Source: an optimization exercise on an open RTL-to-GDS flow (aim: small area, a short achievable clock period and few clock cycles). Production flows keep margins and buffers that such runs may drop. At most, simulation tests tie the RTL to the original design; equivalence was not proved. No activity file was given, so power comes from the tool's default toggle rates.

== the previous run ==
## sixel_encoder
module sixel_encoder (
    input  wire        clk,
    input  wire        rst,           
    input  wire        start,         
    input  wire [15:0] width,
    input  wire [15:0] height,
    input  wire [15:0] dbuf_base,
    input  wire [7:0]  ncols,
    output reg         busy,
    output reg         done,
    output reg  [2:0]  err_code,
    output reg         mem_req,
    output reg  [15:0] mem_addr,
    input  wire [7:0]  mem_rdata,
    output reg         out_valid,
    output reg  [7:0]  out_data,
    input  wire        out_ready
);
export LEC_CHECK = 0
export CAP_MARGIN = 20
export CORE_MARGIN = 2
export CORE_UTILIZATION = 70
export CTS_BUF_LIST = sky130_fd_sc_hd__clkbuf_8
export CTS_CLUSTER_SIZE = 10
export PLACE_DENSITY = 0.8
export SLEW_MARGIN = 20
create_clock -name core_clock -period 13.0 [get_ports {clk}]
standard.sh (not shown) runs the stock make flow with config.mk's settings and CLKGATE_MAP_FILE= SYNTH_SCRIPT=/design/flow/synth_recipe.tcl, a recipe that flattens the netlist after the stock synthesis.
==> flow/flow/run.sh <==
#!/bin/bash
# The standard layout (the standard.sh: the standard synthesis and the
# standard ORFS steps, at the design's clock period and SDC), with two
# changes in how the layout is made:
#  - the port buffers that global placement inserts are
#    sky130_fd_sc_hd__buf_2 instead of the delay cell buffer_ports picks by
#    default; every port is still buffered;
#  - repair_timing works to a setup slack margin of 9.3 ns, so it sizes and
#    buffers the paths that set the achieved period. The clock period and the
#    constraints are the design's.
# ORFS writes each tool's log under orfs/logs; make's own output goes to
# standard_flow.log.
set -euo pipefail
export BUFFER_PORTS_ARGS="-buffer_cell sky130_fd_sc_hd__buf_2"
export SETUP_SLACK_MARGIN=9.3
bash standard.sh > standard_flow.log 2>&1
Input-level comparison between the current run and the previous run:
--- a/flow/design.v
+++ b/flow/design.v
@@ -103,22 +103,27 @@
     always @(*) begin
         emit  = room;
         ebyte = sixchar;
         case (es)
             E_HASH:  ebyte = 8'h23;
             E_PCD:   ebyte = {4'h3, digit};
             E_RUN:   ebyte = len_le3 ? sixchar : 8'h21;
+            E_ACC: begin
+                emit  = room && colq_v && (colq != cur);
+                ebyte = len_le3 ? sixchar : 8'h21;
+            end
             E_RDIG:  ebyte = {4'h3, digit};
             E_RCH:   ebyte = sixchar;
             E_TERM:  ebyte = (pc == 8'd0) ? 8'h2D : 8'h24;
             default: emit  = 1'b0;
         endcase
     end
     wire consume = colq_v && (es == E_FIRST || (es == E_ACC && colq == cur)) ||
-                   room && !fin && ((es == E_RUN && len_le3 && d0 == 4'd1) || es == E_RCH);
+                   room && !fin && ((es == E_RUN && len_le3 && d0 == 4'd1) || es == E_RCH) ||
+                   room && colq_v && es == E_ACC && colq != cur && len_le3 && d0 == 4'd1;
     wire       op_one   = cend_r && (!sl_r || (lp_r && !dir));
     wire       op_back  = cend_r && sl_r && !lp_r;
     wire       op_up    = !cend_r && dir;
     wire [15:0] opnd  = (op_one || stl) ? 16'd0 : ((op_back || op_up) ? ~w_r : w_r);
     wire [17:0] sum2  = {1'b0, mem_addr, 1'b1} + {1'b0, opnd, !op_up && !stl};
     wire [16:0] sum   = sum2[17:1];
     wire       can_res = w1 ? (!cq_res && es == E_FIRST) : (!cq_res || consume);
@@ -354,22 +359,35 @@
                     if (colq_v) begin
                         if (colq == cur) begin
                             {d4, d3, d2, d1, d0} <= {i4, i3, i2, i1, i0};
                             if (colq_l) begin
                                 fin <= 1'b1;
                                 es  <= E_RUN;
                             end
-                        end else begin
+                        end else if (room) begin
                             fin <= 1'b0;
-                            es  <= E_RUN;
+                            if (len_le3) begin
+                                d0 <= d0 - 4'd1;
+                                if (d0 == 4'd1) begin
+                                    cur <= colq;
+                                    {d4, d3, d2, d1, d0} <= 19'd1;
+                                    fin <= colq_l;
+                                    es  <= colq_l ? E_RUN : E_ACC;
+                                end else begin
+                                    es  <= E_RUN;
+                                end
+                            end else begin
+                                di <= len_top;
+                                es <= E_RDIG;
+                            end
                         end
                     end
                 end
                 E_FIN: begin
-                    if (o_free) begin
+                    if (!out_valid) begin
                         done <= 1'b1;
                         busy <= 1'b0;
                         rs   <= RS_IDLE;
                         es   <= E_IDLE;
                     end
                 end
                 default: ;
In the metrics for the previous run and the current run, the one carrying the higher minimum clock period after layout is the current run. Number of nets in the layout is higher on the current run. Relative to the previous run, total routed wire length on the met1 layer increased by about 4% in the current run. From the previous run to the current run the numbers moved as follows: number of flops mapped to enable cells by yosys went down by 3; transition at the pin with the smallest max-transition slack went down by 0.13 ns. In the current run the pin count of the biggest net entering global routing turned out 11% lower than in the previous run. Via count was lower in the run labelled the previous run. Delta (the current run minus the previous run): clock share of power -3.4 points; weighted congestion reported at the end of routability-driven placement held.
No functional check of the RTL was part of any run of this note.


## old
Another version of the RTL of sixel_encoder (not shown whole).
For scale: ~180 flip-flops, about 12,000 um2 of cells after synthesis.
## sixel_encoder
module sixel_encoder (
    input  wire        clk,
    input  wire        rst,           
    input  wire        start,         
    input  wire [15:0] width,
    input  wire [15:0] height,
    input  wire [15:0] dbuf_base,
    input  wire [7:0]  ncols,
    output reg         busy,
    output reg         done,
    output reg  [2:0]  err_code,
    output reg         mem_req,
    output reg  [15:0] mem_addr,
    input  wire [7:0]  mem_rdata,
    output reg         out_valid,
    output reg  [7:0]  out_data,
    input  wire        out_ready
);
    localparam E_NONE    = 3'd0;
    localparam E_PRECOND = 3'd3;
    localparam E_BUS     = 3'd6;
    localparam E_CONFIG  = 3'd7;
    localparam RS_IDLE = 3'd0;
    localparam RS_PRE  = 3'd1;    
    localparam RS_CHK  = 3'd2;    
    localparam RS_RD   = 3'd3;    
    localparam RS_END  = 3'd5;    
    localparam E_IDLE  = 4'd0;
    localparam E_HASH  = 4'd1;    
    localparam E_PCD   = 4'd2;    
    localparam E_FIRST = 4'd3;    
    localparam E_ACC   = 4'd4;    
    localparam E_RUN   = 4'd5;    
    localparam E_RDIG  = 4'd6;    
    localparam E_RCH   = 4'd7;    
    localparam E_TERM  = 4'd8;    
    localparam E_FIN   = 4'd9;    
    reg [15:0] w_r;           
    reg [7:0]  n_r;
    reg        w1;            
    reg [2:0]  rs;
    reg [15:0] rows_left;     
    reg        mb_r;          
    reg [2:0]  rl_r;          
  ...
==> flow/config.mk <==
export PLATFORM = sky130hd
export DESIGN_NAME = sixel_encoder
export DESIGN_NICKNAME = sixel_encoder
export VERILOG_FILES = /design/flow/design.v
export SDC_FILE = /design/flow/constraint.sdc
export NUM_CORES = 4
export LEC_CHECK = 0
export CAP_MARGIN = 20
export CORE_MARGIN = 2
export CORE_UTILIZATION = 60
export CTS_BUF_LIST = sky130_fd_sc_hd__clkbuf_8 sky130_fd_sc_hd__clkbuf_16
export PLACE_DENSITY = 0.72
export SLEW_MARGIN = 20
==> flow/constraint.sdc <==
create_clock -name core_clock -period 13.0 [get_ports {clk}]
set_input_delay 2.6000 -clock core_clock [delete_from_list [all_inputs] [get_ports {clk}]]
set_output_delay 2.6000 -clock core_clock [all_outputs]
set_load 0.01 [all_outputs]
==> flow/flow/run.sh <==
#!/bin/bash
# The standard layout (the standard.sh, unchanged synthesis and steps),
# with one change: the input and output port buffers that global placement
# inserts are sky130_fd_sc_hd__buf_2 instead of the cell buffer_ports picks
# by default (a slow, larger delay buffer). Every port is still buffered.
set -euo pipefail
export BUFFER_PORTS_ARGS="-buffer_cell sky130_fd_sc_hd__buf_2"
export SETUP_SLACK_MARGIN=9.3
bash standard.sh > standard_flow.log 2>&1
The final layout from old, which completed every stage, passed the timing, DRC and antenna checks at the end of the flow.
diff inputs: old => new
--- a/flow/design.v
+++ b/flow/design.v
@@ -107,27 +107,28 @@
         case (es)
             E_HASH:  ebyte = 8'h23;
             E_PCD:   ebyte = {4'h3, digit};
             E_RUN:   ebyte = len_le3 ? sixchar : 8'h21;
             E_RDIG:  ebyte = {4'h3, digit};
             E_RCH:   ebyte = sixchar;
             E_TERM:  ebyte = (pc == 8'd0) ? 8'h2D : 8'h24;
             default: emit  = 1'b0;
         endcase
     end
     wire consume = colq_v && (es == E_FIRST || (es == E_ACC && colq == cur)) ||
                    room && !fin && ((es == E_RUN && len_le3 && d0 == 4'd1) || es == E_RCH);
-    wire       op_one   = cend_r && (!sl_r || (lp_r && !dir));
+    wire       walk_end = walk && (k == rl_r);
+    wire       op_one   = (cend_r && (!sl_r || (lp_r && !dir))) || walk_end;
     wire       op_back  = cend_r && sl_r && !lp_r;
-    wire       op_up    = !cend_r && dir;
+    wire       op_up    = !cend_r && dir && !walk;
     wire [15:0] opnd  = op_one ? 16'd0 : ((op_back || op_up) ? ~w_r : w_r);
     wire [17:0] sum2  = {1'b0, mem_addr, 1'b1} + {1'b0, opnd, !op_up};
     wire [16:0] sum   = sum2[17:1];
     wire       can_res = w1 ? (!cq_res && es == E_FIRST) : (!cq_res || consume);
     wire [2:0] k_next  = dir ? (k - 3'd1) : (k + 3'd1);
     wire       kn_end  = dir ? (k_next == 3'd0) : (k_next == rl_r);
     wire       col_rem0 = (col_rem == 16'd0);
     wire       nb_more = (rows_left > 16'd12);
     wire [2:0] nb_rl   = nb_more ? 3'd5 : (rows_left[2:0] - 3'd7);
     always @(posedge clk) begin
         begin
             done <= 1'b0;
@@ -226,67 +227,80 @@
                         pcu      <= 4'd0;
                         mem_req  <= !(w1 && rl_r == 3'd0);
                         mask     <= 6'd0;
                         rs       <= RS_RD;
                         es       <= E_HASH;
                     end else begin
                         mem_addr <= sum[15:0];
                         cy       <= sum[16];
                         col_rem  <= col_rem - 16'd1;
                     end
                 end
                 RS_RD: begin
-                    if (mem_req || walk) begin
+                    if (walk) begin
+                        mem_addr <= sum[15:0];
+                        if (walk_end) begin
+                            walk      <= 1'b0;
+                            k         <= 3'd0;
+                            dir       <= 1'b0;
+                            col_rem   <= w_r;
+                            sl_r      <= w1;
+                            rows_left <= rows_left - 16'd6;
+                            mb_r      <= nb_more;
+                            rl_r      <= nb_rl;
+                            cend_r    <= (nb_rl == 3'd0);
+                            mem_req   <= (nb_rl != 3'd0);
+                        end else begin
+                            k         <= k + 3'd1;
+                        end
+                    end else if (mem_req) begin
                         if (!cend_r) begin
                             mem_addr <= sum[15:0];
                             k        <= k_next;
                             cend_r   <= kn_end;
-                            mem_req  <= !walk && (!kn_end || can_res);
+                            mem_req  <= !kn_end || can_res;
                         end else begin
-                            if (mem_req) cq_res <= 1'b1;
-                            if (walk || (sl_r && lp_r && mb_r && !dir)) begin
-                                mem_addr  <= sum[15:0];
-                                k         <= 3'd0;
-                                walk      <= 1'b0;
-                                col_rem   <= w_r;
-                                sl_r      <= w1;
-                                rows_left <= rows_left - 16'd6;
-                                mb_r      <= nb_more;
-                                rl_r      <= nb_rl;
-                                cend_r    <= (nb_rl == 3'd0);
-                                mem_req   <= (nb_rl != 3'd0);
-                            end else if (!sl_r) begin
+                            cq_res <= 1'b1;
+                            if (!sl_r) begin
                                 mem_addr <= sum[15:0];
                                 col_rem  <= col_rem - 16'd1;
                                 sl_r     <= (col_rem == 16'd1);
                                 dir      <= ~dir;
                                 cend_r   <= (rl_r == 3'd0);
                                 mem_req  <= (rl_r != 3'd0);
                             end else if (!lp_r) begin
                                 mem_addr <= sum[15:0];
                                 col_rem  <= w_r;
                                 sl_r     <= w1;
                                 dir      <= ~dir;
                                 cend_r   <= (rl_r == 3'd0);
                                 mem_req  <= (rl_r != 3'd0);
                             end else if (!mb_r) begin
                                 mem_req <= 1'b0;
                                 rs      <= RS_END;
+                            end else if (!dir) begin
+                                mem_addr  <= sum[15:0];
+                                k         <= 3'd0;
+                                col_rem   <= w_r;
+                                sl_r      <= w1;
+                                rows_left <= rows_left - 16'd6;
+                                mb_r      <= nb_more;
+                                rl_r      <= nb_rl;
+                                cend_r    <= (nb_rl == 3'd0);
+                                mem_req   <= (nb_rl != 3'd0);
                             end else begin
                                 mem_addr <= sum[15:0];
                                 k        <= 3'd1;
-                                dir      <= 1'b0;
-                                sl_r     <= 1'b0;
                                 walk     <= 1'b1;
-                                cend_r   <= 1'b0;      
+                                cend_r   <= 1'b0;
                                 mem_req  <= 1'b0;
                             end
                         end
                     end else begin
                         mem_req <= !cend_r || can_res;
                     end
                 end
                 default: ;
             endcase
             if (room) begin
                 case (es)
                     E_HASH: begin
==> comparison <==
new vs old — relative contribution of the clock network to total power rose 7.5 points. Going from old to new, non-clock buffer count grew slightly. Worst slack on hold paths was lower in new than in old. [compare] base=old new=new: final cell count grew by about 0.4%; cell area after layout grew by 1.2%; share of power burned in combinational logic shrank by 11 points; average wire per cell in the routed design grew by about 4%.
No run of this note included a check of the RTL's function; only the layout flow was run.


sixel_encoder, a different RTL version from the one above (not shown whole).
Size: about 1,300 cells after synthesis, roughly 99 I/O pins, roughly 11,000 µm² of cells after synthesis.
clock: 13.0 ns
lec_check: 0
cap_margin: 20
core_margin: 2
core_utilization: 70
cts_buf_list: sky130_fd_sc_hd__clkbuf_8
cts_cluster_size: 10
place_density: 0.8
slew_margin: 20
==> flow/flow/run.sh <==
#!/bin/bash
# The standard layout (the standard.sh: the standard synthesis and the
# standard ORFS steps, at the design's clock period and SDC), with two
# changes in how the layout is made:
#  - the port buffers that global placement inserts are
#    sky130_fd_sc_hd__buf_2 instead of the delay cell buffer_ports picks by
#    default; every port is still buffered;
#  - repair_timing works to a setup slack margin of 9.3 ns, so it sizes and
#    buffers the paths that set the achieved period. The clock period and the
#    constraints are the design's.
# ORFS writes each tool's log under orfs/logs; make's own output goes to
# standard_flow.log.
set -euo pipefail
export BUFFER_PORTS_ARGS="-buffer_cell sky130_fd_sc_hd__buf_2"
export SETUP_SLACK_MARGIN=9.3
bash standard.sh > standard_flow.log 2>&1
Testbench counts at the start, summed over its fixed seeds: cycles 153,244.
Change:
--- a/flow/design.v
+++ b/flow/design.v
@@ -89,20 +89,18 @@
             3'd4:    digit = {1'b0, d4};
             3'd3:    digit = d3;
             3'd2:    digit = d2;
             3'd1:    digit = d1;
             default: digit = d0;
         endcase
     end
     wire [7:0] sixchar = 8'h3F + {2'b00, cur};
-    reg        s_valid;
-    reg  [7:0] s_data;
     wire       o_free = !out_valid || out_ready;
-    wire       room   = !s_valid;
+    wire       room   = o_free;
     reg        emit;
     reg  [7:0] ebyte;
     always @(*) begin
         emit  = room;
         ebyte = sixchar;
         case (es)
             E_HASH:  ebyte = 8'h23;
             E_PCD:   ebyte = {4'h3, digit};
@@ -358,45 +356,40 @@
                             end
                         end else begin
                             fin <= 1'b0;
                             es  <= E_RUN;
                         end
                     end
                 end
                 E_FIN: begin
-                    if (o_free && !s_valid) begin
+                    if (o_free) begin
                         done <= 1'b1;
                         busy <= 1'b0;
                         rs   <= RS_IDLE;
                         es   <= E_IDLE;
                     end
                 end
                 default: ;
             endcase
             if (o_free) begin
-                out_valid <= s_valid || emit;
-                out_data  <= s_valid ? s_data : ebyte;
-                s_valid   <= 1'b0;
-            end else if (emit) begin
-                s_valid <= 1'b1;
-                s_data  <= ebyte;
+                out_valid <= emit;
+                out_data  <= ebyte;
             end
             if (consume) begin
                 colq_v <= 1'b0;
                 cq_res <= 1'b0;
             end
         end
         if (rst) begin
             rs        <= RS_IDLE;
             es        <= E_IDLE;
             busy      <= 1'b0;
             done      <= 1'b0;
             mem_req   <= 1'b0;
             out_valid <= 1'b0;
-            s_valid   <= 1'b0;
             cq_res    <= 1'b0;
             colq_v    <= 1'b0;
             v_d       <= 1'b0;
             cend_d    <= 1'b0;
         end
     end
 endmodule
Effect:
- final area came out lower by 1.1%
- power increases by about 1.8%
- core utilization goes down by 0.32 points
- critical path depth does not change
- routed wire length is lower by 0.93%
- final cell count stays flat
- sequential power hardly moves
- worst setup slack gains 13 ps
- hold slack is about the same
- via count went down by 1.3%
- register-to-register slack gains 220 ps
Testbench counts after the change, summed over its fixed seeds: cycles 158,102.


## try-cedar
Another version of the RTL of sixel_encoder (not shown whole).
For scale: about 1,300 cells after synthesis, roughly 190 flip-flops, roughly 99 I/O pins, ~0.012 mm^2 of cells after synthesis.
// sixel_encoder
module sixel_encoder (
    input  wire        clk,
    input  wire        rst,           
    input  wire        start,         
    input  wire [15:0] width,
    input  wire [15:0] height,
    input  wire [15:0] dbuf_base,
    input  wire [7:0]  ncols,
    output reg         busy,
    output reg         done,
    output reg  [2:0]  err_code,
    output reg         mem_req,
    output reg  [15:0] mem_addr,
    input  wire [7:0]  mem_rdata,
    output reg         out_valid,
    output reg  [7:0]  out_data,
    input  wire        out_ready
);
Settings: LEC_CHECK=0, CAP_MARGIN=20, CORE_MARGIN=2, CORE_UTILIZATION=60, CTS_BUF_LIST=sky130_fd_sc_hd__clkbuf_8 sky130_fd_sc_hd__clkbuf_16, PLACE_DENSITY=0.72, SLEW_MARGIN=20; clock period 13.0 ns.
Scripts as last shown in full above: flow/flow/run.sh
try-cedar ran to completion and came out clean on the timing, DRC and antenna checks.
Changes in try-onyx relative to try-cedar:
--- a/flow/design.v
+++ b/flow/design.v
@@ -90,22 +90,20 @@
         case (di)
             3'd4:    digit = {1'b0, d4};
             3'd3:    digit = d3;
             3'd2:    digit = d2;
             3'd1:    digit = d1;
             default: digit = d0;
         endcase
     end
     wire [7:0] sixchar = 8'h3F + {2'b00, cur};
-    reg        s_valid;
-    reg  [7:0] s_data;
     wire       o_free = !out_valid || out_ready;
-    wire       room   = !s_valid;
+    wire       room   = o_free;
     reg        emit;
     reg  [7:0] ebyte;
     always @(*) begin
         emit  = room;
         ebyte = sixchar;
         case (es)
             E_HASH:  ebyte = 8'h23;
             E_PCD:   ebyte = {4'h3, digit};
             E_RUN:   ebyte = len_le3 ? sixchar : 8'h21;
@@ -361,46 +359,41 @@
                                 es  <= E_RUN;
                             end
                         end else begin
                             fin <= 1'b0;
                             es  <= E_RUN;
                         end
                     end
                 end
                 E_FIN: begin
-                    if (!out_valid && !s_valid) begin
+                    if (o_free) begin
                         done <= 1'b1;
                         busy <= 1'b0;
                         rs   <= RS_IDLE;
                         es   <= E_IDLE;
                     end
                 end
                 default: ;
             endcase
             if (o_free) begin
-                out_valid <= s_valid || emit;
-                out_data  <= s_valid ? s_data : ebyte;
-                s_valid   <= 1'b0;
-            end else if (emit) begin
-                s_valid <= 1'b1;
+                out_valid <= emit;
+                out_data  <= ebyte;
             end
-            if (!s_valid) s_data <= ebyte;
             if (consume) begin
                 colq_v <= 1'b0;
                 cq_res <= 1'b0;
             end
         end
         if (rst) begin
             rs        <= RS_IDLE;
             es        <= E_IDLE;
             busy      <= 1'b0;
             done      <= 1'b0;
             mem_req   <= 1'b0;
             out_valid <= 1'b0;
-            s_valid   <= 1'b0;
             cq_res    <= 1'b0;
             colq_v    <= 1'b0;
             v_d       <= 1'b0;
             cend_d    <= 1'b0;
         end
     end
 endmodule
--- outcome ---
Going from try-cedar to try-onyx, number of non-filler instances in the completed layout shrinks by 4.6%. Timing, DRC, antenna: 0 failures across try-onyx and try-cedar. Utilization after layout for try-onyx is lower than for try-cedar. try-onyx reports a lower total number of vias than try-cedar does. try-onyx against try-cedar: iteration count of the initial detailed-routing pass down 1; final critical-path required period down 0.0089 ns. Between try-onyx and try-cedar, the via count of the first global-routing pass is lower for try-onyx.
Function was not checked in any run of this note: the RTL went through the layout flow alone.

[what the ideal ports hide]
Ports are ideal in the flow. The routed layouts listed here were re-timed in OpenROAD. Step 1 (the two cells are an assumption about what drives the block):
set clk [get_ports {clk}]
set_driving_cell -lib_cell sky130_fd_sc_hd__clkbuf_16 $clk
set_driving_cell -lib_cell sky130_fd_sc_hd__buf_2 [delete_from_list [all_inputs] $clk]
Step 2 times the ports against the registers' clock, not the clock port: input delays grow and output delays shrink by t, the midpoint of the rising clock arrivals with the driver on. Three values: ideal, step 1, step 2; two values: the first two.
run | t, ns | setup WS [ns] | hold slack, ns | slew at the worst register clock pin (ns) | worst data-port slew with drivers (ns)
the previous run | 0.518 | 9.318 / 9.276 / 8.856 | 0.414 / 0.414 / 0.414 | 0.11 / 0.11 | 0.05
the current run | 0.528 | 9.300 / 9.256 / 8.850 | 0.415 / 0.415 / 0.415 | 0.11 / 0.11 | 0.04
old | 0.479 | 9.321 / 9.275 / 8.959 | 0.464 / 0.464 / 0.464 | 0.08 / 0.08 | 0.03
new | 0.486 | 9.312 / 9.265 / 9.046 | 0.454 / 0.454 / 0.454 | 0.08 / 0.08 | 0.03
the first run of note 3 | 0.521 | 9.322 / 9.280 / 8.996 | 0.429 / 0.429 / 0.429 | 0.11 / 0.11 | 0.03
the second run of note 3 | 0.520 | 9.335 / 9.292 / 8.866 | 0.428 / 0.428 / 0.428 | 0.11 / 0.11 | 0.04
try-cedar | 0.482 | 9.328 / 9.282 / 8.937 | 0.418 / 0.418 / 0.418 | 0.08 / 0.08 | 0.05
try-onyx | 0.480 | 9.337 / 9.290 / 8.909 | 0.428 / 0.428 / 0.428 | 0.08 / 0.08 | 0.04
After both steps every run listed still meets setup and hold. The setup slack of the second run of note 3, which loses most, moves by -0.043 ns with the drivers and by -0.469 ns with both steps.
